Background: an optimization exercise with open tools, aiming at small area, a short achievable clock period and few clock cycles. Do not read the settings as production practice. No activity file was given, so power comes from the tool's default toggle rates.

==> yarrow: inputs <==
==> flow/design.v (excerpt) <==
module nes_bankbus (
    input             clk,
    input             rst,
    input      [7:0]  cfg_song,
    input      [7:0]  cfg_region,
    input      [15:0] cfg_init_addr,
    input      [15:0] cfg_play_addr,
    input      [15:0] cfg_load_addr,
    input      [15:0] cfg_vec_nmi,
    input      [15:0] cfg_vec_irq,
    input      [63:0] cfg_bank_init,
    input      [20:0] cfg_file_len,
    input             req_valid,
    output reg        req_ready,
    input      [1:0]  req_op,       
    input      [15:0] req_addr,
    input      [7:0]  req_wdata,
    output reg        resp_valid,
    output reg [7:0]  resp_rdata,
    output reg        resp_err,
    output reg        fault,
    output reg        fault_io,
    output reg        apu_valid,
    output     [15:0] apu_addr,
    output     [7:0]  apu_data,
    output reg        mem_en,
    output reg        mem_we,
    output reg [16:0] mem_addr,
    output reg [7:0]  mem_wdata,
    input      [7:0]  mem_rdata,
    output reg        file_en,
    output reg [20:0] file_addr,
    input      [7:0]  file_rdata,
    input             file_bad
);
    localparam S_IDLE = 0;    
    localparam S_BRD  = 1;    
    localparam S_RD1  = 2;    
    localparam S_RD2  = 3;    
    localparam S_BW0  = 4;    
    localparam S_BW1  = 5;    
    localparam S_BW2  = 6;    
    localparam S_BW3  = 7;    
    localparam S_ZST  = 8;    
    localparam S_ZERO = 9;    
    localparam S_LBS  = 10;   
    localparam S_SRCH = 11;   
    localparam S_FILL = 12;   
    localparam S_FEND = 13;   
    localparam NS = 14;
    reg [NS-1:0] st;
    reg [NS-1:0] nst;
    reg        rst_q;            
    reg [2:0]  kreg;             
    reg        lb_init;          
    reg        banked;           
    reg        flat;             
    reg        ffirst;           
    reg        err;              
    reg        sgn;              
    reg [3:0]  cs;               
    reg        touch_q;
    reg        rom_q;            
    reg        rsel;             
    reg        shim_q, vec_q;    
    reg        varsel;           
  ...
Settings: LEC_CHECK=0, ABC_AREA=1, CAP_MARGIN=20, CORE_MARGIN=2, CORE_UTILIZATION=40, PLACE_DENSITY=0.6, SLEW_MARGIN=20; clock period 12.0 ns.
standard.sh (not shown) runs the stock make flow with config.mk's settings and CLKGATE_MAP_FILE= SYNTH_SCRIPT=/design/flow/synth_recipe.tcl, a recipe that flattens the netlist after the stock synthesis.
==> flow/flow/run.sh <==
#!/bin/bash
# Standard ORFS layout, but the input and output port buffers are buf_1 cells
# instead of the default delay buffers, the clock tree uses clkbuf_8 buffers
# in clusters of 12 sinks without dummy loads, and timing repair aims for
# 8.6 ns of setup slack at the design's 12 ns clock. Each tool's output goes
# to a log here.
set -o pipefail
bash standard.sh "BUFFER_PORTS_ARGS=-buffer_cell sky130_fd_sc_hd__buf_1" \
  "CTS_ARGS=-sink_clustering_enable -repair_clock_nets -buf_list sky130_fd_sc_hd__clkbuf_8 -root_buf sky130_fd_sc_hd__clkbuf_8 -dont_use_dummy_load -sink_clustering_size 12" \
  "SETUP_SLACK_MARGIN=8.6" \
  finish > standard.log 2>&1
==> inputs of ember, as changes to yarrow <==
--- a/flow/design.v
+++ b/flow/design.v
@@ -32,24 +32,25 @@
     output reg [20:0] file_addr,
     input      [7:0]  file_rdata,
     input             file_bad
 );
     localparam S_IDLE = 0;    
-    localparam S_BRD  = 1;    
-    localparam S_RD1  = 2;    
-    localparam S_RD2  = 3;    
-    localparam S_BW0  = 4;    
-    localparam S_BW1  = 5;    
-    localparam S_BW2  = 6;    
-    localparam S_BW3  = 7;    
-    localparam S_ZST  = 8;    
-    localparam S_ZERO = 9;    
-    localparam S_LBS  = 10;   
-    localparam S_SRCH = 11;   
-    localparam S_FILL = 12;   
-    localparam S_FEND = 13;   
-    localparam NS = 14;
+    localparam S_ROM  = 1;    
+    localparam S_BRD  = 2;    
+    localparam S_RD1  = 3;    
+    localparam S_RD2  = 4;    
+    localparam S_BW0  = 5;    
+    localparam S_BW1  = 6;    
+    localparam S_BW2  = 7;    
+    localparam S_BW3  = 8;    
+    localparam S_ZST  = 9;    
+    localparam S_ZERO = 10;   
+    localparam S_LBS  = 11;   
+    localparam S_SRCH = 12;   
+    localparam S_FILL = 13;   
+    localparam S_FEND = 14;   
+    localparam NS = 15;
     reg [NS-1:0] st;
     reg [NS-1:0] nst;
     reg        rst_q;            
     reg [2:0]  kreg;             
     reg        lb_init;          
@@ -94,26 +95,22 @@
     wire        a_apu   = (a[15:5] == 11'h200) && !(a[4] && a[3]);
     wire        a_5xxx  = (a[15:12] == 4'h5);
     wire        q_ram   = (mem_addr[15:11] == 5'd0);
     wire        q_apu   = (mem_addr[15:5] == 11'h200) && !(mem_addr[4] && mem_addr[3]);
     wire        q_shim  = (mem_addr[15:7] == 9'h020);
-    wire        q_vec   = (kreg == 3'd7) && (mem_addr[11:3] == 9'h1FF) && (mem_addr[2] || mem_addr[1]);
-    wire        q_cache = mem_addr[16] && (mem_addr[15:12] != 4'd0);
-    wire        q_map   = !(mem_addr[16] && (mem_addr[15:12] == 4'd0));
+    wire        q_vec   = (mem_addr[14:3] == 12'hFFF) && (mem_addr[2] || mem_addr[1]);
     wire        q_bank  = (mem_addr[11:3] == 9'h1FF);    
-    wire [3:0]  a_code  = win[a[14:12]];
-    wire        a_slot  = a[15] && (a_code != 4'd15);
-    wire [2:0]  w_sel   = mem_addr[2:0];
-    wire [3:0]  w_code  = win[w_sel];
+    wire [3:0]  w_code  = win[mem_addr[14:12]];
+    wire        w_flat  = (w_code == 4'd15);
+    wire        w_map   = (w_code != 4'd0);
     wire      shim_now = !rom_q && q_shim;
-    wire      vec_now  = rom_q && q_vec;
     reg [7:0] var_byte;
     reg       var_hit;
     always @* begin
         var_byte = 8'h00;
         var_hit = 1'b1;
-        if (vec_now) begin
+        if (vec_q) begin
             case (mem_addr[2:0])
                 3'd2: var_byte = cfg_vec_nmi[7:0];
                 3'd3: var_byte = cfg_vec_nmi[15:8];
                 3'd6: var_byte = cfg_vec_irq[7:0];
                 3'd7: var_byte = cfg_vec_irq[15:8];
@@ -179,16 +176,16 @@
         resp_valid <= 1'b0;
         resp_rdata <= 8'h00;
         apu_valid <= 1'b0;
         touch_q <= 1'b0;
         if (st[S_IDLE]) begin
-            mem_addr <= {a_slot, a_slot ? a_code : a[15:12], a[11:0]};
+            mem_addr <= {1'b0, a};
             mem_wdata <= req_wdata;
-            mem_en <= accept && !fault && !req_op[1] && !(req_op[0] && a[15]);
+            mem_en <= accept && !fault && !req_op[1] && !a[15];
             mem_we <= req_op[0];
-            kreg <= a[14:12];
-            rom_q <= a[15];
+            rom_q <= 1'b0;
+            vec_q <= 1'b0;
             if (accept) begin
                 if (fault) begin
                     resp_valid <= 1'b1;
                     resp_err <= 1'b1;
                 end else if (req_op[1]) begin
@@ -199,11 +196,11 @@
                         resp_err <= 1'b1;
                     end else begin
                         nst = 1 << S_ZST;
                     end
                 end else if (!req_op[0]) begin
-                    nst = a_5xxx ? (1 << S_BRD) : (1 << S_RD1);
+                    nst = a[15] ? (1 << S_ROM) : a_5xxx ? (1 << S_BRD) : (1 << S_RD1);
                 end else begin
                     if (a_5xxx) begin
                         nst = 1 << S_BW0;
                     end else begin
                         apu_valid <= a_apu && (a[4:0] != 5'h16);
@@ -211,30 +208,38 @@
                         resp_err <= 1'b0;
                     end
                 end
             end
         end
+        if (st[S_ROM]) begin
+            if (!w_flat)
+                mem_addr[16:12] <= {1'b1, w_code};
+            mem_en <= 1'b1;
+            cs <= w_code;
+            touch_q <= w_map && !w_flat && !q_vec;
+            rsel <= w_map && !q_vec;
+            vec_q <= q_vec;
+            shim_q <= 1'b0;
+            rom_q <= 1'b1;
+            nst = 1 << S_RD1;
+        end
         if (st[S_BRD]) begin
-            if (q_bank)
+            if (q_bank) begin
                 mem_addr <= {14'h2000, mem_addr[2:0]};
+                rsel <= 1'b1;
+                rom_q <= 1'b1;
+            end
             mem_en <= 1'b1;
             nst = 1 << S_RD1;
         end
         if (st[S_RD1]) begin
             mem_en <= 1'b0;
             resp_rdata <= var_byte;
             varsel <= var_hit;
-            if (rom_q) begin
-                cs <= mem_addr[15:12];
-                touch_q <= q_cache && !q_vec;
-                rsel <= q_map && !q_vec;
-                vec_q <= q_vec;
-                shim_q <= 1'b0;
-            end else begin
+            if (!rom_q) begin
                 rsel <= q_ram || q_apu;
                 shim_q <= q_shim;
-                vec_q <= 1'b0;
             end
             nst = 1 << S_RD2;
         end
         if (st[S_RD2]) begin
             resp_rdata <= rsel ? mem_rdata : varsel ? resp_rdata : const_byte;
@@ -283,17 +288,17 @@
             mem_addr <= 17'd0;
             mem_wdata <= 8'h00;
             nst = 1 << S_ZERO;
         end
         if (st[S_ZERO]) begin
-            if (!mem_addr[14] && mem_addr[10:0] == 11'h7FF)
+            if (mem_addr[15:0] == 16'h07FF)
                 mem_addr <= 17'h04000;
-            else if (mem_addr[14] && mem_addr[4:0] == 5'h17)
+            else if (mem_addr[15:0] == 16'h4017)
                 mem_addr <= 17'h10000;
             else
                 mem_addr[11:0] <= jn[11:0];
-            mem_wdata <= (mem_addr[14] && mem_addr[4:0] == 5'h16) ? 8'h40 : 8'h00;
+            mem_wdata <= (mem_addr[15:0] == 16'h4016) ? 8'h40 : 8'h00;
             if (mem_addr[16] && mem_addr[2:0] == 3'd6) begin
                 file_addr[11:0] <= l_add[11:0];
                 err <= l_add[12];
             end else if (!(mem_addr[16] && mem_addr[2:0] == 3'd7)) begin
                 {sgn, file_addr} <= {7'h7F, ~cfg_load_addr[14:0]};
@@ -348,10 +353,15 @@
                     resp_valid <= 1'b1;
                     resp_err <= 1'b0;
                     nst = 1 << S_IDLE;
                 end
             end else if (cs == count) begin
+                if (full) begin
+                    for (i = 0; i < 8; i = i + 1)
+                        if (win[i] == victim)
+                            win[i] <= 4'd0;
+                end
                 mem_addr <= {13'h1001, victim};
                 mem_en <= 1'b1;
                 mem_we <= 1'b1;
                 cs <= victim;
                 {sgn, file_addr[20:12]} <= h_bank;
@@ -360,12 +370,10 @@
                 ffirst <= 1'b1;
                 nst = 1 << S_FILL;
             end
         end
         if (st[S_FILL]) begin
-            if (w_code == cs)
-                win[w_sel] <= 4'd0;
             file_addr[11:0] <= l_add[11:0];
             {sgn, file_addr[20:12]} <= h_inc;
             ffirst <= 1'b0;
             if (ffirst) begin
                 mem_en <= 1'b0;
@@ -413,17 +421,14 @@
                 end
             end
         end
         if (rst_q)
             nst = 1 << S_IDLE;
-        st <= nst;
+        st <= rst ? {NS{1'b0}} : nst;
         if (rst) begin
-            st[S_IDLE] <= 1'b0;
             resp_valid <= 1'b0;
             apu_valid <= 1'b0;
-        end
-        if (rst_q) begin
             mem_en <= 1'b0;
             file_en <= 1'b0;
             touch_q <= 1'b0;
             fault <= 1'b0;
             fault_io <= 1'b0;
==> flow/flow/run.sh (replaced) <==
#!/bin/bash
# Standard ORFS layout, but the input and output port buffers are buf_2 cells
# instead of the default delay buffers, and the clock tree uses clkbuf_8
# buffers without dummy loads. Each tool's output goes to a log here.
set -o pipefail
bash standard.sh "BUFFER_PORTS_ARGS=-buffer_cell sky130_fd_sc_hd__buf_2" \
  "CTS_ARGS=-sink_clustering_enable -repair_clock_nets -buf_list sky130_fd_sc_hd__clkbuf_8 -root_buf sky130_fd_sc_hd__clkbuf_8 -dont_use_dummy_load" \
  finish > standard.log 2>&1
==> run summary <==
----------------------------------------------------
[Run status]
  Outcome ... timing/DRC/antenna clean

[Drt]
  Routed wl met3 ... 4.06 mm
  Avg WL per Cell ... 18.9 um

[Placed design]
  Number of placed instances with taps included ... 2,816

[Layout]
  Util after Layout ... 48.1%
  Total number of multi-input combinational cells ... 1,625
  Share of the final layout cell area in multi-input gates ... 50.6%

[Worst setup path]
  Worst Reg2Reg Path Length in Cells ... 13
  RR Endpoint ... mem_wdata[2]
  Worst Path Arrival ... 1.12 ns

[Logic synthesis]
  Compound-gate portion of the synthesized area ... 15.7%
  Top post-synthesis cells by area ... dfxtp_1 17%, nand2_1 15%, edfxtp_1 13%, nor2_1 6.4%, inv_1 6.0%

[Power and ir drop]
  Register share of total power ... 40.2%
  Proportion of total power due to net switching ... 40.0%

[STA]
  Post-Route Hold Slack ... 0.437 ns

[Floorplanning]
  Count of standard-cell rows ... 68

----------------------------------------------------
(the above is from yarrow)
==> run summary <==
----------------------------------------------------
[Logic synthesis]
  Top post-synthesis cells by area ... edfxtp_1 19%, dfxtp_1 13%, nand2_1 12%, nand3_1 6.2%, inv_1 5.6%
  Compound-gate portion of the synthesized area ... 16.9%

[CTS]
  Number of buffers on the longest clock path ... 2

[Run status]
  Outcome ... timing/DRC/antenna clean

[Global routing]
  Global-route track usage on met2 ... 46.5%

[STA]
  Post-Route Hold Slack ... 0.459 ns

[Layout]
  Share of the final layout cell area in multi-input gates ... 51.0%
  Total number of multi-input combinational cells ... 1,485

[Power and ir drop]
  Proportion of total power due to net switching ... 34.9%
  Register share of total power ... 50.0%

[Worst setup path]
  Worst Path Arrival ... 1.44 ns
  Worst Reg2Reg Path Length in Cells ... 10

[Drt]
  Avg WL per Cell ... 19.5 um

----------------------------------------------------
(the above is from ember)
No run of this note included a check of the RTL's function; only the layout flow was run.

port drivers added, routing unchanged:
The results above use ideal ports. As a check the final layouts listed here were re-extracted and re-timed, cells and wires unchanged.
Step 1 assumes that a clkbuf_16 drives the clock port and a buf_2 every other input.
Step 2 also shifts input and output timing later by t, the mid clock arrival at the registers, as if the neighbouring blocks saw the same clock.
Slacks: no drivers / after step 1 / after step 2; pairs: no drivers / after step 1.
run | t, ns | slack for setup (ns) | slew at the worst register clock pin (ns) | pins driven straight from the clock port
yarrow | 0.517 | 8.485 / 8.435 / 8.205 | 0.11 / 0.11 | 1
ember | 0.529 | 8.162 / 8.121 / 7.980 | 0.12 / 0.12 | 1
After both steps every run listed still meets setup and hold. For yarrow, which loses most, drivers alone change the setup slack by -0.050 ns; drivers and shift together by -0.280 ns.
